Context: an optimization exercise on an open-source flow, tuned for small area, a short achievable clock period and few clock cycles. The choices shown serve that exercise and are no tape-out recipe.
At most, simulation tests tie the RTL to the original design; equivalence was not proved.
The clock port is modelled as an ideal driver, which makes a skipped or thinned clock tree look cheaper than it is; a real chip needs a root buffer or a tree.
Power is estimated from default activity; no workload was simulated.

// frame_decoder
module frame_decoder (
    input  wire       clk,
    input  wire       rst,
    input  wire       rx_valid,
    input  wire [7:0] rx_data,
    output wire       rx_ready,
    output reg        fr_valid,
    output reg        fr_sof,
    output reg        fr_eof,
    output reg  [7:0] fr_data,
    output reg        err_valid,
    output reg  [1:0] err_code,
    output wire [7:0] err_info
);
export LEC_CHECK = 0
export ABC_AREA = 0
export ABC_CLOCK_PERIOD_IN_PS = 2500
export CAP_MARGIN = 20
export CORE_MARGIN = 2
export CORE_UTILIZATION = 60
export CTS_BUF_LIST = sky130_fd_sc_hd__clkbuf_16
export CTS_CLUSTER_DIAMETER = 60
export CTS_CLUSTER_SIZE = 36
export SETUP_SLACK_MARGIN = 3.7
export SLEW_MARGIN = 20
create_clock -name core_clock -period 6.0 [get_ports {clk}]
run.sh (not shown) runs the stock make flow with config.mk's settings and CLKGATE_MAP_FILE= SYNTH_SCRIPT=/design/flow/synth_recipe.tcl, a recipe that flattens the netlist after the stock synthesis.
The baseline produced a clean layout.
Rerun with:
==> flow/config.mk (replaced) <==
export PLATFORM = sky130hd
export DESIGN_NAME = frame_decoder
export DESIGN_NICKNAME = frame_decoder
export VERILOG_FILES = /design/flow/design.v
export SDC_FILE = /design/flow/constraint.sdc
export NUM_CORES = 4
export LEC_CHECK = 0
export ABC_AREA = 0
export ABC_CLOCK_PERIOD_IN_PS = 2000
export CAP_MARGIN = 20
export CORE_MARGIN = 2
export CORE_UTILIZATION = 40
export SETUP_SLACK_MARGIN = 4.0
export SLEW_MARGIN = 20
What happened:
- total power came out higher by 20%
- count of clock-buffer cells in the layout goes up by 104
- synthesized cell count does not change
Rerun with:
--- a/flow/config.mk
+++ b/flow/config.mk
@@ -10,5 +10,7 @@
 export CAP_MARGIN = 20
 export CORE_MARGIN = 2
-export CORE_UTILIZATION = 40
+export CORE_UTILIZATION = 60
+export CTS_BUF_LIST = sky130_fd_sc_hd__clkbuf_8
+export CTS_CLUSTER_SIZE = 30
 export SETUP_SLACK_MARGIN = 4.0
 export SLEW_MARGIN = 20
What happened:
- utilization is higher by 23 points
- worst hold slack gains 0.025 ns
- total power is lower by 5.4%
- flip-flop and latch count stays the same
- non-clock buffer count is higher by 2
- cell count is lower by 6.5%
- first-iteration DRC count is higher by 0.96%
Rerun with:
==> flow/config.mk (replaced) <==
export PLATFORM = sky130hd
export DESIGN_NAME = frame_decoder
export DESIGN_NICKNAME = frame_decoder
export VERILOG_FILES = /design/flow/design.v
export SDC_FILE = /design/flow/constraint.sdc
export NUM_CORES = 4
export LEC_CHECK = 0
export ABC_AREA = 0
export ABC_CLOCK_PERIOD_IN_PS = 2500
export CAP_MARGIN = 20
export CORE_MARGIN = 2
export CORE_UTILIZATION = 60
export CTS_BUF_LIST = sky130_fd_sc_hd__clkbuf_16
export CTS_CLUSTER_DIAMETER = 70
export CTS_CLUSTER_SIZE = 32
export SETUP_SLACK_MARGIN = 3.7
export SLEW_MARGIN = 20
Outcome: The new run passed the timing, design-rule and antenna checks. Total power shrinks by about a fifth. Core utilization is lower by 5.0 points. Worst setup slack gains 0.13 ns. Cell area falls by a few percent. Wire length goes down by a little under a tenth. Clock power drops by well over a third. Die area stays the same. Critical path depth stays the same. Count of clock-buffer cells in the layout goes down by 151. Hold slack is better by 0.013 ns. Via count shrinks by a little under a tenth.
No run of this note included a check of the RTL's function; only the layout flow was run.

* * *

frame_decoder, a different RTL version from the one above (not shown whole).
Size: roughly 1700 cells after synthesis, about 1100 flip-flops, about 34 I/O pins, roughly 0.026 sq mm of cells after synthesis.
export LEC_CHECK = 0
export ABC_AREA = 1
export CAP_MARGIN = 20
export CORE_MARGIN = 2
export CORE_UTILIZATION = 60
export SETUP_SLACK_MARGIN = 4.1
export SLEW_MARGIN = 20
export TNS_END_PERCENT = 15
create_clock -name core_clock -period 6.0 [get_ports {clk}]
standard.sh (not shown) runs the stock make flow with config.mk's settings and CLKGATE_MAP_FILE= SYNTH_SCRIPT=/design/flow/synth_recipe.tcl, a recipe that flattens the netlist after the stock synthesis.
==> flow/flow/run.sh <==
#!/bin/bash
# The standard layout, except for the clock tree: flow/pre_cts.tcl builds
# a two-level tree (clock port -> 4 root buffers -> 44 leaf buffers ->
# flip-flops) before the CTS step, in place of TritonCTS's three levels.
# The rest of the CTS step (legalisation, timing repair) runs as usual.
# Port buffers are buf_2 instead of the default delay-cell buffers.
set -euo pipefail
here=$(pwd)
export PRE_CTS_TCL="$here/flow/pre_cts.tcl"
export BUFFER_PORTS_ARGS="-buffer_cell sky130_fd_sc_hd__buf_2"
bash standard.sh > "$here/standard.log" 2>&1
==> flow/flow/pre_cts.tcl <==
# Runs in ORFS's CTS step, before clock_tree_synthesis. Builds a balanced
# two-level clock tree by hand and turns the clock_tree_synthesis call of the
# step into a no-op, so the step's legalisation and repair act on this tree.
# The flip-flop clock pins are split into equal clusters by recursive
# bisection of their locations; one leaf buffer per cluster sits at its
# centroid, and the leaves are split the same way among the root buffers,
# which the clock port drives directly.
set mt_nleaf 44
set mt_nroot 4
set mt_master sky130_fd_sc_hd__clkbuf_16

proc mt_split {pts k} {
  if {$k <= 1} { return [list $pts] }
  set xs [lmap p $pts {lindex $p 0}]
  set ys [lmap p $pts {lindex $p 1}]
  set dx [expr {[tcl::mathfunc::max {*}$xs] - [tcl::mathfunc::min {*}$xs]}]
  set dy [expr {[tcl::mathfunc::max {*}$ys] - [tcl::mathfunc::min {*}$ys]}]
  set idx [expr {$dx >= $dy ? 0 : 1}]
  set s [lsort -real -index $idx $pts]
  set k1 [expr {$k / 2}]
  set k2 [expr {$k - $k1}]
  set n1 [expr {int(round(double([llength $s]) * $k1 / $k))}]
  return [concat [mt_split [lrange $s 0 [expr {$n1 - 1}]] $k1] \
                 [mt_split [lrange $s $n1 end] $k2]]
}

proc mt_centroid {pts} {
  set sx 0.0
  set sy 0.0
  foreach p $pts {
    set sx [expr {$sx + [lindex $p 0]}]
    set sy [expr {$sy + [lindex $p 1]}]
  }
  set n [llength $pts]
  return [list [expr {int($sx / $n)}] [expr {int($sy / $n)}]]
}

proc mt_buffer {block m name xy net_in net_out} {
  set inst [odb::dbInst_create $block $m $name]
  $inst setLocation [lindex $xy 0] [lindex $xy 1]
  $inst setPlacementStatus PLACED
  [$inst findITerm A] connect $net_in
  [$inst findITerm X] connect $net_out
  [$inst findITerm VPWR] connect [$block findNet VDD]
  [$inst findITerm VGND] connect [$block findNet VSS]
  return $inst
}

proc mt_build {clkname nleaf nroot master} {
  set db [ord::get_db]
  set block [ord::get_db_block]
  set m [$db findMaster $master]
  set clk [$block findNet $clkname]
  set pts {}
  foreach it [$clk getITerms] {
    set bb [[$it getInst] getBBox]
    lappend pts [list [expr {([$bb xMin] + [$bb xMax]) / 2}] \
                      [expr {([$bb yMin] + [$bb yMax]) / 2}] $it]
  }
  puts "pre_cts: [llength $pts] clock sinks, $nleaf leaf buffers, $nroot root buffers"
  set leaves {}
  set i 0
  foreach c [mt_split $pts $nleaf] {
    set net [odb::dbNet_create $block "clknet_leaf_$i"]
    $net setSigType CLOCK
    foreach p $c {
      set it [lindex $p 2]
      $it disconnect
      $it connect $net
    }
    set xy [mt_centroid $c]
    lappend leaves [list [lindex $xy 0] [lindex $xy 1] $net $i]
    incr i
  }
  set j 0
  foreach g [mt_split $leaves $nroot] {
    set rnet [odb::dbNet_create $block "clknet_root_$j"]
    $rnet setSigType CLOCK
    foreach p $g {
      mt_buffer $block $m "clkbuf_leaf_[lindex $p 3]" [lrange $p 0 1] $rnet [lindex $p 2]
    }
    mt_buffer $block $m "clkbuf_root_$j" [mt_centroid $g] $clk $rnet
    incr j
  }
}

mt_build clk $mt_nleaf $mt_nroot $mt_master

rename clock_tree_synthesis tritoncts_clock_tree_synthesis
proc clock_tree_synthesis {args} {
  puts "pre_cts: clock tree already built; clock_tree_synthesis $args skipped"
  set_propagated_clock [all_clocks]
}
Testbench counts at the start, summed over its fixed seeds: cycles 25,007.
Then changed:
--- a/flow/flow/run.sh
+++ b/flow/flow/run.sh
@@ -3,2 +3,3 @@
-# a two-level tree (clock port -> 4 root buffers -> 44 leaf buffers ->
-# flip-flops) before the CTS step, in place of TritonCTS's three levels.
+# a two-level tree of inverters (clock port -> 4 root inverters -> 48 leaf
+# inverters -> flip-flops) before the CTS step, in place of TritonCTS's three
+# levels of buffers.
--- a/flow/flow/pre_cts.tcl
+++ b/flow/flow/pre_cts.tcl
@@ -2 +2,2 @@
-# two-level clock tree by hand and turns the clock_tree_synthesis call of the
+# two-level clock tree of inverters by hand (two inversions, so every
+# flip-flop sees the clock's own polarity) and turns the clock_tree_synthesis call of the
@@ -5,2 +6,2 @@
-# bisection of their locations; one leaf buffer per cluster sits at its
-# centroid, and the leaves are split the same way among the root buffers,
+# bisection of their locations; one leaf inverter per cluster sits at its
+# centroid, and the leaves are split the same way among the root inverters,
@@ -8 +9 @@
-set mt_nleaf 44
+set mt_nleaf 48
@@ -10 +11,2 @@
-set mt_master sky130_fd_sc_hd__clkbuf_16
+set mt_root_master sky130_fd_sc_hd__clkinv_16
+set mt_leaf_master sky130_fd_sc_hd__clkinv_8
@@ -38 +40 @@
-proc mt_buffer {block m name xy net_in net_out} {
+proc mt_inverter {block m name xy net_in net_out} {
@@ -43 +45 @@
-  [$inst findITerm X] connect $net_out
+  [$inst findITerm Y] connect $net_out
@@ -49 +51 @@
-proc mt_build {clkname nleaf nroot master} {
+proc mt_build {clkname nleaf nroot rmaster lmaster} {
@@ -52 +54,2 @@
-  set m [$db findMaster $master]
+  set rm [$db findMaster $rmaster]
+  set lm [$db findMaster $lmaster]
@@ -80 +83 @@
-      mt_buffer $block $m "clkbuf_leaf_[lindex $p 3]" [lrange $p 0 1] $rnet [lindex $p 2]
+      mt_inverter $block $lm "clkinv_leaf_[lindex $p 3]" [lrange $p 0 1] $rnet [lindex $p 2]
@@ -82 +85 @@
-    mt_buffer $block $m "clkbuf_root_$j" [mt_centroid $g] $clk $rnet
+    mt_inverter $block $rm "clkinv_root_$j" [mt_centroid $g] $clk $rnet
@@ -87 +90 @@
-mt_build clk $mt_nleaf $mt_nroot $mt_master
+mt_build clk $mt_nleaf $mt_nroot $mt_root_master $mt_leaf_master
- TNS_END_PERCENT: 15 -> 5
After rerunning: The changed run aborted during clock tree synthesis, error DPL-0038; synthesized area is unchanged; synthesized cell count does not change.
The clock cells of the first run of this note come from the design's own scripts or RTL, not from TritonCTS.

* * *

run A:
Another version of the RTL of frame_decoder (not shown whole).
Size in the first run: about 1700 cells after synthesis, ~34 I/O pins, roughly 26000 um2 of cells after synthesis.
// frame_decoder
module frame_decoder (
    input  wire       clk,
    input  wire       rst,
    input  wire       rx_valid,
    input  wire [7:0] rx_data,
    output wire       rx_ready,
    output reg        fr_valid,
    output reg        fr_sof,
    output reg        fr_eof,
    output reg  [7:0] fr_data,
    output reg        err_valid,
    output reg  [1:0] err_code,
    output wire [7:0] err_info
);
export LEC_CHECK = 0
export ABC_AREA = 1
export CAP_MARGIN = 20
export CORE_MARGIN = 2
export CORE_UTILIZATION = 60
export SETUP_SLACK_MARGIN = 4.1
export SLEW_MARGIN = 20
export TNS_END_PERCENT = 0
create_clock -name core_clock -period 6.0 [get_ports {clk}]
==> flow/flow/run.sh <==
#!/bin/bash
# The standard layout, except for the clock tree: flow/pre_cts.tcl builds
# a two-level tree (clock port -> 4 root buffers -> 44 leaf buffers ->
# flip-flops) before the CTS step, in place of TritonCTS's three levels.
# The rest of the CTS step (legalisation, timing repair) runs as usual.
# Port buffers are buf_2 instead of the default delay-cell buffers.
set -euo pipefail
here=$(pwd)
export PRE_CTS_TCL="$here/flow/pre_cts.tcl"
export BUFFER_PORTS_ARGS="-buffer_cell sky130_fd_sc_hd__buf_2"
bash standard.sh > "$here/standard.log" 2>&1
Other scripts of this flow, unchanged in this note and not shown: flow/flow/pre_cts.tcl
Run A did not stop at any stage, and its layout met the timing, design-rule and antenna checks.
Testbench counts of run A, summed over its fixed seeds: cycles 25,007.
Relative to run A, the following input files were edited for run B:
# run A
export LEC_CHECK = 0
export ABC_AREA = 1
export CAP_MARGIN = 20
export CORE_MARGIN = 2
export CORE_UTILIZATION = 60
export SETUP_SLACK_MARGIN = 4.1
export SLEW_MARGIN = 20
export TNS_END_PERCENT = 0
create_clock -name core_clock -period 6.0 [get_ports {clk}]
# run B
export LEC_CHECK = 0
export ABC_AREA = 1
export CAP_MARGIN = 20
export CORE_MARGIN = 2
export CORE_UTILIZATION = 60
export SETUP_SLACK_MARGIN = 3.9
export SLEW_MARGIN = 20
create_clock -name core_clock -period 6.0 [get_ports {clk}]
==> flow/flow/run.sh <==
#!/bin/bash
# The standard layout, except for the clock tree: flow/pre_cts.tcl builds
# a two-level tree (clock port -> 4 root buffers -> 44 leaf buffers ->
# flip-flops) before the CTS step, in place of TritonCTS's three levels.
# The rest of the CTS step (legalisation, timing repair) runs as usual.
set -euo pipefail
here=$(pwd)
export PRE_CTS_TCL="$here/flow/pre_cts.tcl"
bash standard.sh > "$here/standard.log" 2>&1
## What came out
Run B: worst-case setup margin in the final layout 0.013 ns above run A
Between run B and run A, it is run B whose met2 track demand over resource in global routing is lower, by 2.4 points.
Relative to run A, the detailed route wirelength on metal2 measured on run B has decreased by a little under 10%.
As far as xor and xnor area share after synthesis goes, run A and run B are indistinguishable; the numbers are identical.
Diff run A -> run B: routed wire length moved down, weighted congestion reported at the end of routability-driven placement moved down.
Relative to run A, the total via count after detailed routing measured on run B has increased slightly.
Comparing the two runs side by side, run B comes out ahead of run A on switching power.
Setup changes, run B to run C
# run B
export LEC_CHECK = 0
export ABC_AREA = 1
export CAP_MARGIN = 20
export CORE_MARGIN = 2
export CORE_UTILIZATION = 60
export SETUP_SLACK_MARGIN = 3.9
export SLEW_MARGIN = 20
create_clock -name core_clock -period 6.0 [get_ports {clk}]
# run C
export LEC_CHECK = 0
export ABC_AREA = 1
export CAP_MARGIN = 20
export CORE_MARGIN = 2
export CORE_UTILIZATION = 66
export SETUP_SLACK_MARGIN = 4.0
export SLEW_MARGIN = 20
create_clock -name core_clock -period 6.0 [get_ports {clk}]
[summary]
- Run C ends up with lower die area than run B does.
- Taking run B as the reference, in run C portion of total power attributed to the clock network increased by 0.2 points relative to the old numbers; fraction of area in registers decreased by 0.65 points relative to the old numbers.
- Per the comparison of run C with run B, multi-input combinational area share increased 0.37 points, growth of design area from synthesis to finish increased 0.95 points, global-route wire length before repair increased about 11%.
- Run C: total routing usage reported by global routing is 3.0 points higher than what run B reported.
- Number of global-route vias before repair: run C and run B compared, higher one is run C
- Summary of the comparison: final cell count without fillers is lower in run C, relative to run B.
What run D does differently from run C at the input level:
# run C
export LEC_CHECK = 0
export ABC_AREA = 1
export CAP_MARGIN = 20
export CORE_MARGIN = 2
export CORE_UTILIZATION = 66
export SETUP_SLACK_MARGIN = 4.0
export SLEW_MARGIN = 20
create_clock -name core_clock -period 6.0 [get_ports {clk}]
# run D
export LEC_CHECK = 0
export ABC_AREA = 1
export CAP_MARGIN = 20
export CORE_MARGIN = 2
export CORE_UTILIZATION = 60
export SETUP_SLACK_MARGIN = 3.9
export SLEW_MARGIN = 20
export TNS_END_PERCENT = 5
create_clock -name core_clock -period 6.0 [get_ports {clk}]
==> flow/flow/run.sh <==
#!/bin/bash
# The standard layout, except for the clock tree: flow/pre_cts.tcl builds
# a two-level tree (clock port -> 4 root buffers -> 44 leaf buffers ->
# flip-flops) before the CTS step, in place of TritonCTS's three levels.
# The rest of the CTS step (legalisation, timing repair) runs as usual.
# Port buffers are buf_2 instead of the default delay-cell buffers.
set -euo pipefail
here=$(pwd)
export PRE_CTS_TCL="$here/flow/pre_cts.tcl"
export BUFFER_PORTS_ARGS="-buffer_cell sky130_fd_sc_hd__buf_2"
bash standard.sh > "$here/standard.log" 2>&1
### Flow results
- The flow did not stop early for run D: all stages ran, and the layout cleared the timing, design-rule and antenna checks.
- Run C has completed all stages; timing, DRC and antenna checks passed.
- Between run C and run D, the flow reports vertical die dimension increasing by a few percent.
- Row routed length per instance: run D lower / run C higher
- Looking only at via count, and setting everything else aside, the higher value of run C and run D goes to run C.
- Run D vs. run C: placed standard-cell area moved down, combinational share of power fell by 0.9 points.
- Re switching part of the total: run C was higher than run D.
- Between run C and run D, the effective utilization at floorplan is lower for run D.
- Relative to run C, run D degrades final worst slack.
No run of this note takes its clock network from TritonCTS; it comes from the design's own scripts or RTL.

re-timing with driven ports:
The results above use ideal ports. As a check the final layouts listed here were re-extracted and re-timed, cells and wires unchanged.
Step 1 (the two cells are an assumption about what drives the block):
set clk [get_ports {clk}]
set_driving_cell -lib_cell sky130_fd_sc_hd__clkbuf_16 $clk
set_driving_cell -lib_cell sky130_fd_sc_hd__buf_2 [delete_from_list [all_inputs] $clk]
Step 2 also shifts input and output timing later by t, the mid clock arrival at the registers, as if the neighbouring blocks saw the same clock.
Three values: no drivers, after step 1, after step 2; two values: the first two.
| run | shift t [ns] | setup WS [ns] | worst register clock-pin slew, ns | worst slew at a driven data input, ns | cell pins on the clock port's net |
|---|---|---|---|---|---|
| the first run of note 1 | 0.649 | 3.591 / 3.537 / 2.968 | 0.12 / 0.12 | 0.04 | 1 |
| the second run of note 1 | 0.695 | 3.554 / 3.495 / 2.957 | 0.06 / 0.06 | 0.06 | 1 |
| the third run of note 1 | 0.798 | 3.445 / 3.392 / 2.935 | 0.07 / 0.07 | 0.07 | 1 |
| the fourth run of note 1 | 0.651 | 3.574 / 3.517 / 2.961 | 0.11 / 0.11 | 0.05 | 1 |
| the first run of note 2 | 0.524 | 3.874 / 3.756 / 3.471 | 0.10 / 0.10 | 0.11 | 4 |
| run A | 0.524 | 3.864 / 3.746 / 3.418 | 0.11 / 0.11 | 0.07 | 4 |
| run B | 0.518 | 3.877 / 3.785 / 3.438 | 0.10 / 0.10 | 0.05 | 4 |
| run C | 0.518 | 3.890 / 3.774 / 3.447 | 0.11 / 0.11 | 0.06 | 4 |
| run D | 0.521 | 3.809 / 3.694 / 3.437 | 0.11 / 0.11 | 0.04 | 4 |
After both steps every run listed still meets setup and hold. The setup slack of the first run of note 1, which loses most, moves by -0.054 ns with the drivers and by -0.623 ns with both steps.
